This is an optimization exercise on Yosys and OpenROAD, whose aim is small area, a short achievable clock period and few clock cycles per item, not a production implementation.
In this exercise RTL edits were held to simulation tests only and were not proved equivalent to the original.
Power figures rest on the tool's default switching activity, not on a simulated workload.

== the reference run ==
==> flow/design.v <==
module bls_alu #(
    parameter integer N = 32
) (
    input  wire           clk,
    input  wire           rst,       
    input  wire           start,     
    input  wire [2*N+6:0] iw,        
    output wire           ready,
    output reg            done,
    output reg  [N-1:0]   res,
    output wire [4:0]     flags,     
    output reg  [1:0]     evt,       
    output wire [7:0]     fault,     
    output wire [7:0]     finfo
);
    localparam [3:0] OP_ADD = 4'd0, OP_SUB = 4'd1, OP_MUL = 4'd2, OP_DIV = 4'd3,
                     OP_AND = 4'd4, OP_OR  = 4'd5, OP_XOR = 4'd6, OP_NOT = 4'd7,
                     OP_SHL = 4'd8, OP_SHR = 4'd9, OP_ROL = 4'd10, OP_ROR = 4'd11;
    localparam integer W = N + 4;    
    wire         vop = iw[2*N+6];
    wire         va  = iw[2*N+5];
    wire         vb  = iw[2*N+4];
    wire [3:0]   op  = iw[2*N+3:2*N];
    wire [N-1:0] fa  = iw[2*N-1:N];
    wire [N-1:0] fb  = iw[N-1:0];
    reg          busy;       
    reg          mode_mul;   
    reg  [3:0]   cnt;
    reg  [N-1:0] acc;        
    reg  [N-1:0] opr;        
    reg          dq;         
    reg          c_r, v_r, vsel, zen;
    reg  [1:0]   f_r;
    reg  [3:0]   fi_r;
    assign ready = ~busy;
    assign fault = {6'd0, f_r};
    assign finfo = {4'd0, fi_r};
    assign flags = {^res, res[N-1], v_r | (vsel & |acc), c_r, zen & ~|res};
    wire go     = start & ~busy;
    wire bad1   = ~vop | ~va;
    wire bad2   = (op < OP_NOT) & ~vb;
    wire b_zero = ~|fb;
    wire op_mul = (op == OP_MUL);
    wire op_div = (op == OP_DIV);
    wire op_sub = (op == OP_SUB);
    wire op_sb  = op_sub | op_div;       
    wire [N-1:0] m_a  = busy ? opr : fa;
    wire [3:0]   m_b  = busy ? res[3:0] : fb[3:0];
    wire [W-1:0] m_p0 = {4'd0, m_b[0] ? m_a : {N{1'b0}}};
    wire [W-1:0] m_p1 = {3'd0, m_b[1] ? m_a : {N{1'b0}}, 1'b0};
    wire [W-1:0] m_p2 = {2'd0, m_b[2] ? m_a : {N{1'b0}}, 2'b0};
    wire [W-1:0] m_p3 = {1'd0, m_b[3] ? m_a : {N{1'b0}}, 3'b0};
    wire [W-1:0] m_p4 = {4'd0, busy ? acc : {N{1'b0}}};
    wire [W-1:0] cs1_s = m_p0 ^ m_p1 ^ m_p4;
    wire [W-1:0] cs1_c = {(m_p0[W-2:0] & m_p1[W-2:0]) | (m_p0[W-2:0] & m_p4[W-2:0]) | (m_p1[W-2:0] & m_p4[W-2:0]), 1'b0};
    wire [W-1:0] cs2_s = cs1_s ^ cs1_c ^ m_p2;
    wire [W-1:0] cs2_c = {(cs1_s[W-2:0] & cs1_c[W-2:0]) | (cs1_s[W-2:0] & m_p2[W-2:0]) | (cs1_c[W-2:0] & m_p2[W-2:0]), 1'b0};
    wire [W-1:0] cs3_s = cs2_s ^ cs2_c ^ m_p3;
    wire [W-1:0] cs3_c = {(cs2_s[W-2:0] & cs2_c[W-2:0]) | (cs2_s[W-2:0] & m_p3[W-2:0]) | (cs2_c[W-2:0] & m_p3[W-2:0]), 1'b0};
    wire [N-1:0] d_x1 = {acc[N-2:0], res[N-1]};
    wire [N-1:0] d_d1;
    wire         d_co1;
    bls_alu_add #(.N(N), .L(5)) u_sub (.x(d_x1), .y(dq ? ~opr : opr), .ci(dq), .s(d_d1), .co(d_co1), .c());
    wire         d_q1 = ~d_d1[N-1];
    wire [N-1:0] d_x2 = {d_d1[N-2:0], res[N-2]};
    wire         s_div = busy & ~mode_mul;
    wire         s_csa = busy ? mode_mul : op_mul;
    wire [W-1:0] ad_x = s_div ? {4'd0, d_x2}
                              : (s_csa ? cs3_s : {4'd0, fa});
    wire [W-1:0] ad_y = s_div ? {4'd0, opr ^ {N{d_q1}}}
                              : (s_csa ? cs3_c : {4'd0, op_sb ? ~fb : fb});
    wire         inv  = s_div ? d_q1 : (~busy & op_sb & ~op_mul);
    wire [W-1:0] ad;
    wire         ad_co;
    wire [W:0]   ad_c;
    bls_alu_add #(.N(W), .L(6)) u_add (.x(ad_x), .y(ad_y), .ci(inv), .s(ad), .co(ad_co), .c(ad_c));
    wire         d_q2 = ~ad[N-1];
    wire [N-1:0] d_a2 = ad[N-1:0];
    wire [N-1:0] st_hi = mode_mul ? ad[W-1:4] : d_a2;
    wire [N-1:0] st_lo = mode_mul ? {ad[3:0], res[N-1:4]} : {res[N-3:0], d_q1, d_q2};
    wire [N:0]   as_full = {ad_c[N], ad[N-1:0]};    
    wire s_as  = (op[3:1] == 3'd0);                  
    wire s_and = (op == OP_AND), s_or = (op == OP_OR), s_xor = (op == OP_XOR);
    wire s_not = (op == OP_NOT);
    wire s_shl = (op == OP_SHL) | (op == OP_ROL);
    wire s_shr = (op == OP_SHR) | (op == OP_ROR);
    wire [N-1:0] sh_l = {fa[N-2:0], (op == OP_ROL) & fa[N-1]};
    wire [N-1:0] sh_r = {(op == OP_ROR) & fa[0], fa[N-1:1]};
    wire [N-1:0] e_res = ({N{s_as}}         & as_full[N-1:0])
                       | ({N{s_and | s_or}} & (fa & fb))
                       | ({N{s_or | s_xor}} & (fa ^ fb))
                       | ({N{s_not}}        & ~fa)
                       | ({N{s_shl}}        & sh_l)
                       | ({N{s_shr}}        & sh_r);
    wire e_c = ((op == OP_ADD) & as_full[N])
             | (op_sub & (~as_full[N] | b_zero))
             | (s_shl & fa[N-1])
             | (s_shr & fa[0]);
    wire e_v = op_sub & (fa[N-1] ^ fb[N-1]) & ~(as_full[N-1] ^ fb[N-1]);
    wire [1:0] e_evt = {op_div & b_zero, op[3] & op[2]};
    wire a_zero = ~|fa;
    wire d_exact = ~fb[N-1] | ~|fb[N-2:0];
    wire d_skip  = d_exact & ((|fb[N-1:26]) | ~|fa[N-1:6]);
    wire [N-1:0] d_acc0 = d_skip ? {6'd0, fa[N-1:6]} : {N{1'b0}};
    wire [N-1:0] d_res0 = d_skip ? {fa[5:0], 26'd0} : fa;
    wire [3:0]   d_cnt0 = d_skip ? 4'd13 : 4'd0;
    wire d_a_lt_b = ~as_full[N];
    wire iter_start = (op_mul & ~a_zero & ~b_zero) | (op_div & ~b_zero & ~(d_exact & d_a_lt_b));
    wire last = mode_mul ? (cnt == 4'd7) : (cnt == 4'd15);
    always @(posedge clk) begin
        if (rst) begin
            busy  <= 1'b0;
            done  <= 1'b0;
            res   <= {N{1'b0}};
            c_r   <= 1'b0;
            v_r   <= 1'b0;
            vsel  <= 1'b0;
            zen   <= 1'b0;
            evt   <= 2'd0;
            f_r   <= 2'd0;
            fi_r  <= 4'd0;
        end else begin
            done <= 1'b0;
            if (go) begin
                if (bad1) begin
                    f_r  <= 2'd1;
                    fi_r <= {2'd0, ~va, ~vop};
                    done <= 1'b1;
                end else if (bad2) begin
                    f_r  <= 2'd2;
                    fi_r <= op;
                    done <= 1'b1;
                end else begin
                    acc      <= op_mul ? ad[W-1:4] : d_acc0;
                    opr      <= op_mul ? fa : fb;
                    mode_mul <= op_mul;
                    cnt      <= op_mul ? 4'd1 : d_cnt0;
                    dq       <= 1'b1;
                    c_r  <= e_c;
                    v_r  <= e_v;
                    vsel <= 1'b0;
                    zen  <= 1'b1;
                    evt  <= e_evt;
                    f_r  <= 2'd0;
                    fi_r <= 4'd0;
                    res  <= iter_start ? (op_mul ? {ad[3:0], fb[N-1:4]} : d_res0) : e_res;
                    busy <= iter_start;
                    done <= ~iter_start;
                end
            end else if (busy) begin
                acc <= st_hi;
                res <= st_lo;
                dq  <= d_q2;
                cnt <= cnt + 1'b1;
                if (last) begin
                    busy <= 1'b0;
                    done <= 1'b1;
                    c_r  <= 1'b0;
                    v_r  <= 1'b0;
                    vsel <= mode_mul;
                    zen  <= 1'b1;
                    evt  <= 2'd0;
                    f_r  <= 2'd0;
                    fi_r <= 4'd0;
                end
            end
        end
    end
endmodule
module bls_alu_add #(
    parameter integer N = 32,
    parameter integer L = 5       
) (
    input  wire [N-1:0] x,
    input  wire [N-1:0] y,
    input  wire         ci,
    output wire [N-1:0] s,
    output wire         co,
    output wire [N:0]   c         
);
    wire [N-1:0] p = x ^ y;
    wire [N-1:0] g = x & y;
    wire [N-1:0] gl [0:L];
    wire [N-1:0] pl [0:L];
    assign gl[0] = {g[N-1:1], g[0] | (p[0] & ci)};
    assign pl[0] = p;
    genvar l, i;
    generate
        for (l = 0; l < L; l = l + 1) begin : lv
            for (i = 0; i < N; i = i + 1) begin : bt
                if ((i >> l) & 1) begin : cmb
                    localparam integer J = ((i >> l) << l) - 1;
                    assign gl[l+1][i] = gl[l][i] | (pl[l][i] & gl[l][J]);
                    assign pl[l+1][i] = pl[l][i] & pl[l][J];
                end else begin : pas
                    assign gl[l+1][i] = gl[l][i];
                    assign pl[l+1][i] = pl[l][i];
                end
            end
        end
    endgenerate
    assign c  = {gl[L], ci};
    assign s  = p ^ c[N-1:0];
    assign co = c[N];
endmodule
export LEC_CHECK = 0
export ABC_AREA = 1
export CAP_MARGIN = 20
export CORE_MARGIN = 2
export CORE_UTILIZATION = 40
export PLACE_DENSITY = 0.75
export SETUP_SLACK_MARGIN = 3.5
export SLEW_MARGIN = 20
create_clock -name core_clock -period 10.0 [get_ports {clk}]
standard.sh (not shown) runs the stock make flow with config.mk's settings and CLKGATE_MAP_FILE= SYNTH_SCRIPT=/design/flow/synth_recipe.tcl, a recipe that flattens the netlist after the stock synthesis.
==> flow/flow/run.sh <==
#!/bin/bash
# The standard layout (the standard.sh, standard synthesis included), with
# plain buf_2 cells as the input and output port buffers instead of the
# clock-delay buffers that buffer_ports picks on its own.
set -euo pipefail
cd "$(dirname "${BASH_SOURCE[0]}")/.."
export BUFFER_PORTS_ARGS="-buffer_cell sky130_fd_sc_hd__buf_2"
bash standard.sh > standard_flow.log 2>&1
Testbench counts of the reference run, summed over its fixed seeds: cycles 3,785, instrs 1,600.
Changes in the trial run relative to the reference run:
--- a/flow/design.v
+++ b/flow/design.v
@@ -42,17 +42,17 @@
     wire b_zero = ~|fb;
     wire op_mul = (op == OP_MUL);
     wire op_div = (op == OP_DIV);
     wire op_sub = (op == OP_SUB);
     wire op_sb  = op_sub | op_div;       
-    wire [N-1:0] m_a  = busy ? opr : fa;
-    wire [3:0]   m_b  = busy ? res[3:0] : fb[3:0];
+    wire [N-1:0] m_a  = opr;
+    wire [3:0]   m_b  = res[3:0];
     wire [W-1:0] m_p0 = {4'd0, m_b[0] ? m_a : {N{1'b0}}};
     wire [W-1:0] m_p1 = {3'd0, m_b[1] ? m_a : {N{1'b0}}, 1'b0};
     wire [W-1:0] m_p2 = {2'd0, m_b[2] ? m_a : {N{1'b0}}, 2'b0};
     wire [W-1:0] m_p3 = {1'd0, m_b[3] ? m_a : {N{1'b0}}, 3'b0};
-    wire [W-1:0] m_p4 = {4'd0, busy ? acc : {N{1'b0}}};
+    wire [W-1:0] m_p4 = {4'd0, acc};
     wire [W-1:0] cs1_s = m_p0 ^ m_p1 ^ m_p4;
     wire [W-1:0] cs1_c = {(m_p0[W-2:0] & m_p1[W-2:0]) | (m_p0[W-2:0] & m_p4[W-2:0]) | (m_p1[W-2:0] & m_p4[W-2:0]), 1'b0};
     wire [W-1:0] cs2_s = cs1_s ^ cs1_c ^ m_p2;
     wire [W-1:0] cs2_c = {(cs1_s[W-2:0] & cs1_c[W-2:0]) | (cs1_s[W-2:0] & m_p2[W-2:0]) | (cs1_c[W-2:0] & m_p2[W-2:0]), 1'b0};
     wire [W-1:0] cs3_s = cs2_s ^ cs2_c ^ m_p3;
@@ -62,16 +62,16 @@
     wire         d_co1;
     bls_alu_add #(.N(N), .L(5)) u_sub (.x(d_x1), .y(dq ? ~opr : opr), .ci(dq), .s(d_d1), .co(d_co1), .c());
     wire         d_q1 = ~d_d1[N-1];
     wire [N-1:0] d_x2 = {d_d1[N-2:0], res[N-2]};
     wire         s_div = busy & ~mode_mul;
-    wire         s_csa = busy ? mode_mul : op_mul;
+    wire         s_csa = busy & mode_mul;
     wire [W-1:0] ad_x = s_div ? {4'd0, d_x2}
                               : (s_csa ? cs3_s : {4'd0, fa});
     wire [W-1:0] ad_y = s_div ? {4'd0, opr ^ {N{d_q1}}}
                               : (s_csa ? cs3_c : {4'd0, op_sb ? ~fb : fb});
-    wire         inv  = s_div ? d_q1 : (~busy & op_sb & ~op_mul);
+    wire         inv  = s_div ? d_q1 : (~busy & op_sb);
     wire [W-1:0] ad;
     wire         ad_co;
     wire [W:0]   ad_c;
     bls_alu_add #(.N(W), .L(6)) u_add (.x(ad_x), .y(ad_y), .ci(inv), .s(ad), .co(ad_co), .c(ad_c));
     wire         d_q2 = ~ad[N-1];
@@ -129,23 +129,23 @@
                 end else if (bad2) begin
                     f_r  <= 2'd2;
                     fi_r <= op;
                     done <= 1'b1;
                 end else begin
-                    acc      <= op_mul ? ad[W-1:4] : d_acc0;
+                    acc      <= op_mul ? {N{1'b0}} : d_acc0;
                     opr      <= op_mul ? fa : fb;
                     mode_mul <= op_mul;
-                    cnt      <= op_mul ? 4'd1 : d_cnt0;
+                    cnt      <= op_mul ? 4'd0 : d_cnt0;
                     dq       <= 1'b1;
                     c_r  <= e_c;
                     v_r  <= e_v;
                     vsel <= 1'b0;
                     zen  <= 1'b1;
                     evt  <= e_evt;
                     f_r  <= 2'd0;
                     fi_r <= 4'd0;
-                    res  <= iter_start ? (op_mul ? {ad[3:0], fb[N-1:4]} : d_res0) : e_res;
+                    res  <= iter_start ? (op_mul ? fb : d_res0) : e_res;
                     busy <= iter_start;
                     done <= ~iter_start;
                 end
             end else if (busy) begin
                 acc <= st_hi;
- Post-CTS setup repair buffer count (the trial run over the reference run): decrease, 2
- Compared with the reference run, logic depth of the worst path, buffers included in the trial run increased by more than a quarter.
- Summary of the comparison: count of buffer and inverter cells on the critical path is higher in the trial run, relative to the reference run.
- Cell with the largest stage delay on the worst path: sky130_fd_sc_hd__fa_1 -> the trial run, sky130_fd_sc_hd__fa_2 -> the reference run
- Area: the trial run vs the reference run -> the trial run smaller
- Of the trial run and the reference run, it is the trial run that has the lower share of total power consumed by net switching.
- The trial run against the reference run; instance count of the mapped netlist is up slightly.
- On adder-cell area share of the yosys netlist, the reference run and the trial run are basically level.
Testbench counts of the trial run, summed over its fixed seeds: cycles 3,901, instrs 1,600.

## afterwards: timing with drivers on the ports
In the flow no input, the clock included, has a driving cell. The finished layouts below were timed again as built, in two steps.
Step 1, drivers: a clkbuf_16 drives clk and a buf_2 each remaining input, both assumed.
Step 2, shift: input delay + t, output delay - t, t = (earliest + latest rising clock arrival at the registers) / 2. This alone moves slack from input paths to output paths.
Three values: ideal ports, drivers, drivers and shift; two values: the first two.
run	t (ns)	setup slack, ns	worst setup path after step 2	slew at the worst register clock pin (ns)	cell pins on the clock port's net
the reference run	0.508	3.578 / 3.560 / 3.053	input to register	0.07 / 0.07	1
the trial run	0.484	3.754 / 3.786 / 3.302	input to register	0.07 / 0.07	1
After both steps every run listed still meets setup and hold. The setup slack of the reference run, which loses most, moves by -0.018 ns with the drivers and by -0.525 ns with both steps.
